This is an optimization exercise on Yosys and OpenROAD, whose aim is small area, a short achievable clock period and few clock cycles per item, not a production implementation.
Function was checked by simulation only, so behaviour that the tests miss may differ from the original.

Setup of build 10:
==> flow/design.v (excerpt) <==
module yrc_canny_px #(
    parameter IN_REG = 1
) (
    input  wire         clk,
    input  wire         rst,          
    input  wire         in_valid,
    output wire         in_ready,
    input  wire [199:0] in_win,       
    input  wire [3:0]   in_border,    
    output wire         out_valid,
    input  wire         out_ready,
    output wire [10:0]  out_mag,
    output wire [1:0]   out_sector,   
    output wire [1:0]   out_class     
);
clock: 17.0 ns
lec_check: 0
abc_area: 1
cap_margin: 20
core_margin: 2
core_utilization: 55
cts_buf_list: sky130_fd_sc_hd__clkbuf_8
cts_cluster_size: 30
slew_margin: 20
synth_hierarchical: 1
run.sh (not shown) runs the stock make flow with config.mk's settings and CLKGATE_MAP_FILE= SYNTH_SCRIPT=/design/flow/synth_recipe.tcl, a recipe that flattens the netlist after the stock synthesis.
Testbench counts of build 10, summed over its fixed seeds: cycles 12,016, items 12,000.
Relative to build 10, the following input files were edited for build 86:
- CTS_BUF_LIST removed (was sky130_fd_sc_hd__clkbuf_8)
- CTS_CLUSTER_SIZE changed from 30 to 20
- CTS_CLUSTER_DIAMETER newly set to 100
- CORE_UTILIZATION changed from 55 to 40
==> flow/flow/run.sh (new file) <==
#!/bin/bash
export SETUP_SLACK_MARGIN=11.8
export BUFFER_PORTS_ARGS="-buffer_cell sky130_fd_sc_hd__buf_1"
bash standard.sh > standard.log 2>&1
==> flow/standard.sh (new file) <==
#!/bin/bash
# synth_recipe.tcl (not shown) runs the flow's synth.tcl, then flattens the netlist and writes it again
# the make line also repeats each setting of config.mk as NAME=value (left out here)
make -C /OpenROAD-flow-scripts/flow DESIGN_CONFIG=/design/flow/config.mk WORK_HOME=/design/flow/orfs CLKGATE_MAP_FILE= SYNTH_SCRIPT=/design/flow/synth_recipe.tcl "${@:-finish}"
removed: flow/run.sh
Results
- Of the two values seen for worst setup path endpoint, out_mag[8] was produced by build 10 and v1[4][10] by build 86.
- Re signed area change from the synthesized netlist to the final layout: build 10 and build 86 aren't equal, and the higher value belongs to build 86.
- [build 86 vs build 10] global-route track usage on met1: lower in build 86
- Re final worst-path cycle share: build 86 is 6.0 points down on build 10.
- Diff build 10 -> build 86: hold buffer count at CTS closely matched the old numbers, met1 wire length went up by 1.2%, number of buffers inserted during clock tree synthesis -about 60%.
- Summary: with build 10 as the reference, via count of the routed design in build 86 moved down by a few percent.
- Count of distinct cell types in the synthesized netlist: build 86 vs build 10 identical
Input changes introduced in build 1 (baseline for comparison: build 86):
==> flow/flow/run.sh <==
#!/bin/bash
export SETUP_SLACK_MARGIN=11.5
export BUFFER_PORTS_ARGS="-buffer_cell sky130_fd_sc_hd__buf_1"
bash standard.sh > standard.log 2>&1
--- outcome ---
For clock transition time at the flip-flop clock pins of the worst setup and hold paths, build 86 and build 1 come out practically identical. Comparing build 1 and build 86, the higher post-layout instance count excluding filler cells was measured on build 86. As far as register-to-register slack is concerned, build 86 and build 1 perform about the same. Build 1 ends up with a post-placement worst setup slack that is 0.17 ns lower than in build 86. Required time reported for the critical path endpoint: build 1 and build 86 compared, higher one is build 86. Changes observed in build 1 relative to build 86: worst hold slack neither gained nor lost much, routing usage on met3 fell by 0.61 points, setup slack now sits lower. Run comparison: build 86 origin of the worst setup path win_q[56]; build 1 origin of the worst setup path win_q[8].
Modified inputs, build 27 compared to build 1
- CTS_CLUSTER_SIZE removed (was 20)
- CTS_CLUSTER_DIAMETER removed (was 100)
==> flow/run.sh (new file) <==
#!/bin/bash
# synth_recipe.tcl (not shown) runs the flow's synth.tcl, then flattens the netlist and writes it again
# the make line also repeats each setting of config.mk as NAME=value (left out here)
make -C /OpenROAD-flow-scripts/flow DESIGN_CONFIG=/design/flow/config.mk WORK_HOME=/design/flow/orfs CLKGATE_MAP_FILE= SYNTH_SCRIPT=/design/flow/synth_recipe.tcl finish
removed: flow/flow/run.sh
removed: flow/standard.sh
### Flow results
On total clock buffers created by CTS: build 27 sits above build 1.
For build 27, the highest metal layer used by the detailed router was met4, unlike build 1, where it was met5.
Diff build 1 -> build 27 | data required time at the worst endpoint | decrease of 3.86 ns
Against build 1, build 27 reports a remaining max-slew budget at the tightest pin that is lower.
Build 27 vs build 1: share of the clock period used by the worst path up

## port drivers added, routing unchanged
The flow's constraints put no driver on any port. The routed layouts listed below were extracted and timed again, unchanged, in two steps.
Step 1 sets driving cells, clkbuf_16 on the clock port and buf_2 on the other inputs (assumed; they add their load-dependent delay and slew).
Step 2 times the ports against the registers' clock, not the clock port: input delays grow and output delays shrink by t, the midpoint of the rising clock arrivals with the driver on.
Three values: ideal ports, drivers, drivers and shift; two values: the first two.
run | t (ns) | slack for setup (ns) | worst hold slack (ns) | worst register clock-pin slew, ns
build 10 | 0.764 | 10.523 / 10.461 / 10.840 | 0.329 / 0.329 / 0.329 | 0.07 / 0.07
build 86 | 0.649 | 11.544 / 11.544 / 11.544 | 0.332 / 0.332 / 0.332 | 0.09 / 0.09
build 1 | 0.639 | 11.533 / 11.533 / 11.533 | 0.335 / 0.335 / 0.335 | 0.09 / 0.09
build 27 | 0.708 | 10.589 / 10.529 / 11.051 | 0.324 / 0.324 / 0.324 | 0.07 / 0.07
After both steps setup and hold are still met in every run listed.
